Background: an optimization exercise with open tools, aiming at small area, a short achievable clock period and few clock cycles. Do not read the settings as production practice. Where RTL was checked, it was by simulation tests only, not by an equivalence proof against the original. Power is estimated from default activity; no workload was simulated.

==> module gf_decomp_mul, before the edit <==
module gf_decomp_mul (
    input  wire        clk,
    input  wire        rst,
    input  wire        cmd_valid,
    output wire        cmd_ready,
    input  wire [7:0]  cmd_op,
    input  wire [1:0]  cmd_ksel,
    input  wire [63:0] cmd_a,
    input  wire [63:0] cmd_b,
    output wire        rsp_valid,
    input  wire        rsp_ready,
    output wire [3:0]  rsp_cc,
    output wire [63:0] rsp_result
);
    localparam OP_CFG   = 8'h04;
    localparam OP_NBM   = 8'h30;
    localparam OP_BLDRT = 8'h31;
    localparam OP_RTRD  = 8'h32;
    localparam OP_MSL8  = 8'h33;
    localparam OP_MODRB = 8'h34;
    localparam OP_MULD  = 8'h35;
    localparam CC_OK      = 3'd0;
    localparam CC_ILLEGAL = 3'd1;
    localparam CC_NOCFG   = 3'd2;
    localparam CC_WIDTH   = 3'd3;
    localparam CC_OPERAND = 3'd4;
    localparam CC_TABLE   = 3'd5;
    reg        cfg_valid;
    reg        k16;           
    reg [15:0] poly;
    reg        rt_valid;
    localparam MK = 4;                  
    localparam [2:0] MSTEPS = 16 / MK;
    reg [15:0] mv;                      
    reg [15:0] mu;                      
    reg [2:0]  mcnt;                    
    reg        pend;                    
    reg        pend_bldrt;              
    reg [2:0]  cc_q;
    reg [31:0] x_q;
    reg [7:0]  p_q;
    reg        ok_q;
    wire rsp_v = pend && !(pend_bldrt && mcnt != 3'd0);
    assign rsp_valid = rsp_v;
    assign rsp_cc    = {1'b0, cc_q};
    assign cmd_ready = !pend || (rsp_v && rsp_ready);
    wire fire = cmd_valid && cmd_ready;
    wire is_cfg   = (cmd_op == OP_CFG);
    wire is_nbm   = (cmd_op == OP_NBM);
    wire is_bldrt = (cmd_op == OP_BLDRT);
    wire is_rtrd  = (cmd_op == OP_RTRD);
    wire is_msl8  = (cmd_op == OP_MSL8);
    wire is_modrb = (cmd_op == OP_MODRB);
    wire is_muld  = (cmd_op == OP_MULD);
    wire is_field = is_bldrt | is_rtrd | is_msl8 | is_modrb | is_muld;
    wire a_hi32 = |cmd_a[63:32];
    wire a_hi16 = a_hi32 | (|cmd_a[31:16]);
    wire a_hi8  = a_hi16 | (|cmd_a[15:8]);
    wire a_hi4  = a_hi8  | (|cmd_a[7:4]);
    wire b_hi16 = |cmd_b[63:16];
    wire b_hi4  = b_hi16 | (|cmd_b[15:4]);
    reg cfg_bad;
    always @(*) begin
        case (cmd_ksel)
            2'd0: cfg_bad = a_hi4;
            2'd1: cfg_bad = a_hi8;
            2'd2: cfg_bad = a_hi16;
            default: cfg_bad = a_hi32;
        endcase
    end
    wire field_bad = (is_rtrd & a_hi8) | (is_msl8 & a_hi16) |
                     (is_modrb & a_hi32) | (is_muld & (a_hi16 | b_hi16));
    reg [2:0] cc;
    always @(*) begin
        if (is_cfg)
            cc = cfg_bad ? CC_OPERAND : CC_OK;
        else if (is_nbm)
            cc = (a_hi8 | b_hi4) ? CC_OPERAND : CC_OK;
        else if (is_field) begin
            if (!cfg_valid)
                cc = CC_NOCFG;
            else if (!k16)
                cc = CC_WIDTH;
            else if (field_bad)
                cc = CC_OPERAND;
            else if (!is_bldrt && !rt_valid)
                cc = CC_TABLE;
            else
                cc = CC_OK;
        end else
            cc = CC_ILLEGAL;
    end
    wire ok = (cc == CC_OK);
    wire [15:0] A = cmd_a[15:0];
    wire [15:0] B = cmd_b[15:0];
    reg [30:0] prod;
    integer i;
    always @(*) begin
        prod = 31'd0;
        for (i = 0; i < 16; i = i + 1)
            if (B[i]) prod = prod ^ ({15'd0, A} << i);
    end
    wire sel_mul   = is_muld | is_nbm;
    wire sel_modrb = is_modrb;
    wire sel_msl8  = is_msl8;
    wire sel_rtrd  = is_rtrd;
    wire [31:0] X = ({32{sel_mul}}   & {1'b0, prod})
                  | ({32{sel_modrb}} & cmd_a[31:0])
                  | ({32{sel_msl8}}  & {8'd0, cmd_a[15:0], 8'd0})
                  | ({32{sel_rtrd}}  & {cmd_a[15:0], 16'd0});
    function [15:0] mulx;
        input [15:0] v;
        input [15:0] p;
        begin
            mulx = {v[14:0], 1'b0} ^ (p & {16{v[15]}});
        end
    endfunction
    reg [15:0] mstep [0:MK];
    reg [MK-1:0] mbits;
    integer j, m;
    always @(*) begin
        mstep[0] = mv;
        for (j = 0; j < MK; j = j + 1) begin
            mbits[MK-1-j] = mstep[j][15];
            mstep[j+1] = mulx(mstep[j], poly);
        end
    end
    wire [15:0] Xh = X[31:16];
    reg  [7:0]  q_hi;
    reg  [7:0]  p_lo;
    always @(*) begin
        for (j = 8; j < 16; j = j + 1) begin
            q_hi[j-8] = Xh[j];
            for (m = j + 1; m < 16; m = m + 1)
                q_hi[j-8] = q_hi[j-8] ^ (Xh[m] & mu[j+16-m]);
        end
        for (j = 0; j < 8; j = j + 1) begin
            p_lo[j] = 1'b0;
            for (m = 8; m < 16; m = m + 1)
                p_lo[j] = p_lo[j] ^ (Xh[m] & mu[j+16-m]);
        end
    end
    wire [31:0] x_d = {q_hi, X[23:0]};
    wire [15:0] xl = x_q[15:0]  & {16{ok_q}};
    wire [7:0]  hl = x_q[23:16] & {8{ok_q}};
    wire [7:0]  qh = x_q[31:24] & {8{ok_q}};
    wire [7:0]  pl = p_q        & {8{ok_q}};
    reg  [7:0]  ql;
    always @(*) begin
        for (j = 0; j < 8; j = j + 1) begin
            ql[j] = hl[j] ^ pl[j];
            for (m = j + 1; m < 8; m = m + 1)
                ql[j] = ql[j] ^ (hl[m] & mu[j+16-m]);
        end
    end
    wire [15:0] q = {qh, ql};
    reg  [30:0] qp;
    always @(*) begin
        qp = 31'd0;
        for (j = 0; j < 16; j = j + 1)
            if (poly[j]) qp = qp ^ ({15'd0, q} << j);
    end
    wire [15:0] red = xl ^ qp[15:0];
    assign rsp_result = {48'd0, red};
    always @(posedge clk) begin
        if (fire && ok && is_cfg) begin
            mv <= cmd_a[15:0];
        end else if (mcnt != 3'd0) begin
            mv <= mstep[MK];
            mu <= {mu[15-MK:0], mbits};
        end
    end
    always @(posedge clk) begin
        if (rst) begin
            pend       <= 1'b0;
            pend_bldrt <= 1'b0;
            mcnt       <= 3'd0;
            cfg_valid  <= 1'b0;
            k16        <= 1'b0;
            poly       <= 16'd0;
            rt_valid   <= 1'b0;
        end else begin
            if (mcnt != 3'd0)
                mcnt <= mcnt - 3'd1;
            if (rsp_v && rsp_ready)
                pend <= 1'b0;
            if (fire) begin
                pend       <= 1'b1;
                pend_bldrt <= is_bldrt;
                if (ok && is_cfg) begin
                    cfg_valid <= 1'b1;
                    k16       <= (cmd_ksel == 2'd2);
                    poly      <= cmd_a[15:0];
                    rt_valid  <= 1'b0;
                    mcnt      <= MSTEPS;
                end
                if (ok && is_bldrt)
                    rt_valid <= 1'b1;
            end
        end
    end
    always @(posedge clk) begin
        if (cmd_ready) begin
            cc_q <= cc;
            x_q  <= x_d;
            p_q  <= p_lo;
            ok_q <= ok;
        end
    end
endmodule
==> flow/config.mk <==
export PLATFORM = sky130hd
export DESIGN_NAME = gf_decomp_mul
export DESIGN_NICKNAME = gf_decomp_mul
export VERILOG_FILES = /design/flow/design.v
export SDC_FILE = /design/flow/constraint.sdc
export NUM_CORES = 4
export LEC_CHECK = 0
export CAP_MARGIN = 20
export CORE_MARGIN = 2
export CORE_UTILIZATION = 35
export PLACE_DENSITY = 0.55
export SETUP_SLACK_MARGIN = 3
export SLEW_MARGIN = 20
export SYNTH_MEMORY_MAX_BITS = 65536
==> flow/constraint.sdc <==
create_clock -name core_clock -period 8.0 [get_ports {clk}]
set_input_delay 1.6000 -clock core_clock [delete_from_list [all_inputs] [get_ports {clk}]]
set_output_delay 1.6000 -clock core_clock [all_outputs]
set_load 0.01 [all_outputs]
standard.sh (not shown) runs the stock make flow with config.mk's settings and CLKGATE_MAP_FILE= SYNTH_SCRIPT=/design/flow/synth_recipe.tcl, a recipe that flattens the netlist after the stock synthesis.
==> flow/flow/run.sh <==
#!/bin/bash
# The standard layout (the standard.sh: ORFS synthesis through finish),
# with one change: the port buffers that global placement inserts on every
# input and output are sky130_fd_sc_hd__buf_1 instead of the cell buffer_ports
# picks by default (clkdlybuf4s50_1, a delay cell); timing repair resizes
# them as needed.
set -euo pipefail
cd "$(dirname "$0")/.."
export BUFFER_PORTS_ARGS="-buffer_cell sky130_fd_sc_hd__buf_1"
bash standard.sh > standard_make.log 2>&1
The first run produced a clean layout.
Edit:
--- a/flow/design.v
+++ b/flow/design.v
@@ -29,11 +29,10 @@
     reg        k16;           
     reg [15:0] poly;
     reg        rt_valid;
     localparam MK = 4;                  
     localparam [2:0] MSTEPS = 16 / MK;
-    reg [15:0] mv;                      
     reg [15:0] mu;                      
     reg [2:0]  mcnt;                    
     reg        pend;                    
     reg        pend_bldrt;              
     reg [2:0]  cc_q;
@@ -113,19 +112,28 @@
         input [15:0] p;
         begin
             mulx = {v[14:0], 1'b0} ^ (p & {16{v[15]}});
         end
     endfunction
+    function [15:0] mu_step;
+        input [15:0] w;
+        input [15:0] p;
+        integer i;
+        reg nb;
+        begin
+            nb = 1'b0;
+            for (i = 0; i < 16; i = i + 1)
+                nb = nb ^ (p[i] & w[15-i]);
+            mu_step = {w[14:0], nb};
+        end
+    endfunction
     reg [15:0] mstep [0:MK];
-    reg [MK-1:0] mbits;
     integer j, m;
     always @(*) begin
-        mstep[0] = mv;
-        for (j = 0; j < MK; j = j + 1) begin
-            mbits[MK-1-j] = mstep[j][15];
-            mstep[j+1] = mulx(mstep[j], poly);
-        end
+        mstep[0] = mu;
+        for (j = 0; j < MK; j = j + 1)
+            mstep[j+1] = mu_step(mstep[j], poly);
     end
     wire [15:0] Xh = X[31:16];
     reg  [7:0]  q_hi;
     reg  [7:0]  p_lo;
     always @(*) begin
@@ -161,16 +169,14 @@
             if (poly[j]) qp = qp ^ ({15'd0, q} << j);
     end
     wire [15:0] red = xl ^ qp[15:0];
     assign rsp_result = {48'd0, red};
     always @(posedge clk) begin
-        if (fire && ok && is_cfg) begin
-            mv <= cmd_a[15:0];
-        end else if (mcnt != 3'd0) begin
-            mv <= mstep[MK];
-            mu <= {mu[15-MK:0], mbits};
-        end
+        if (fire && ok && is_cfg)
+            mu <= 16'h0001;
+        else if (mcnt != 3'd0)
+            mu <= mstep[MK];
     end
     always @(posedge clk) begin
         if (rst) begin
             pend       <= 1'b0;
             pend_bldrt <= 1'b0;
Core utilization falls by 0.59 points.
First-iteration DRC count is lower by 15%.
Setup slack is better by 0.087 ns.
Wire length decreases by 3.3%.
Synthesized cell count rose by about 1.4%.
Power decreases by 23%.
Fmax rises by 1.9%.
Global-route usage is about the same.
Testbench counts after the change, summed over its fixed seeds: cycles 2,480.
The RTL of the first run of this note was laid out without a check of its function.

## port drivers added, routing unchanged
The results above use ideal ports. As a check the final layouts listed here were re-extracted and re-timed, cells and wires unchanged. Step 1 sets driving cells, clkbuf_16 on the clock port and buf_2 on the other inputs (assumed; they add their load-dependent delay and slew). Step 2, shift: input delay + t, output delay - t, t = (earliest + latest rising clock arrival at the registers) / 2. This alone moves slack from input paths to output paths. Slacks: no drivers / after step 1 / after step 2; pairs: no drivers / after step 1.
run	t, ns	setup slack, ns	hold WS [ns]
the first run	0.387	3.224 / 3.184 / 3.029	0.441 / 0.441 / 0.441
the second run	0.379	3.311 / 3.268 / 3.553	0.469 / 0.469 / 0.469
After both steps every run listed still meets setup and hold. For the first run, which loses most, drivers alone change the setup slack by -0.040 ns; drivers and shift together by -0.195 ns.
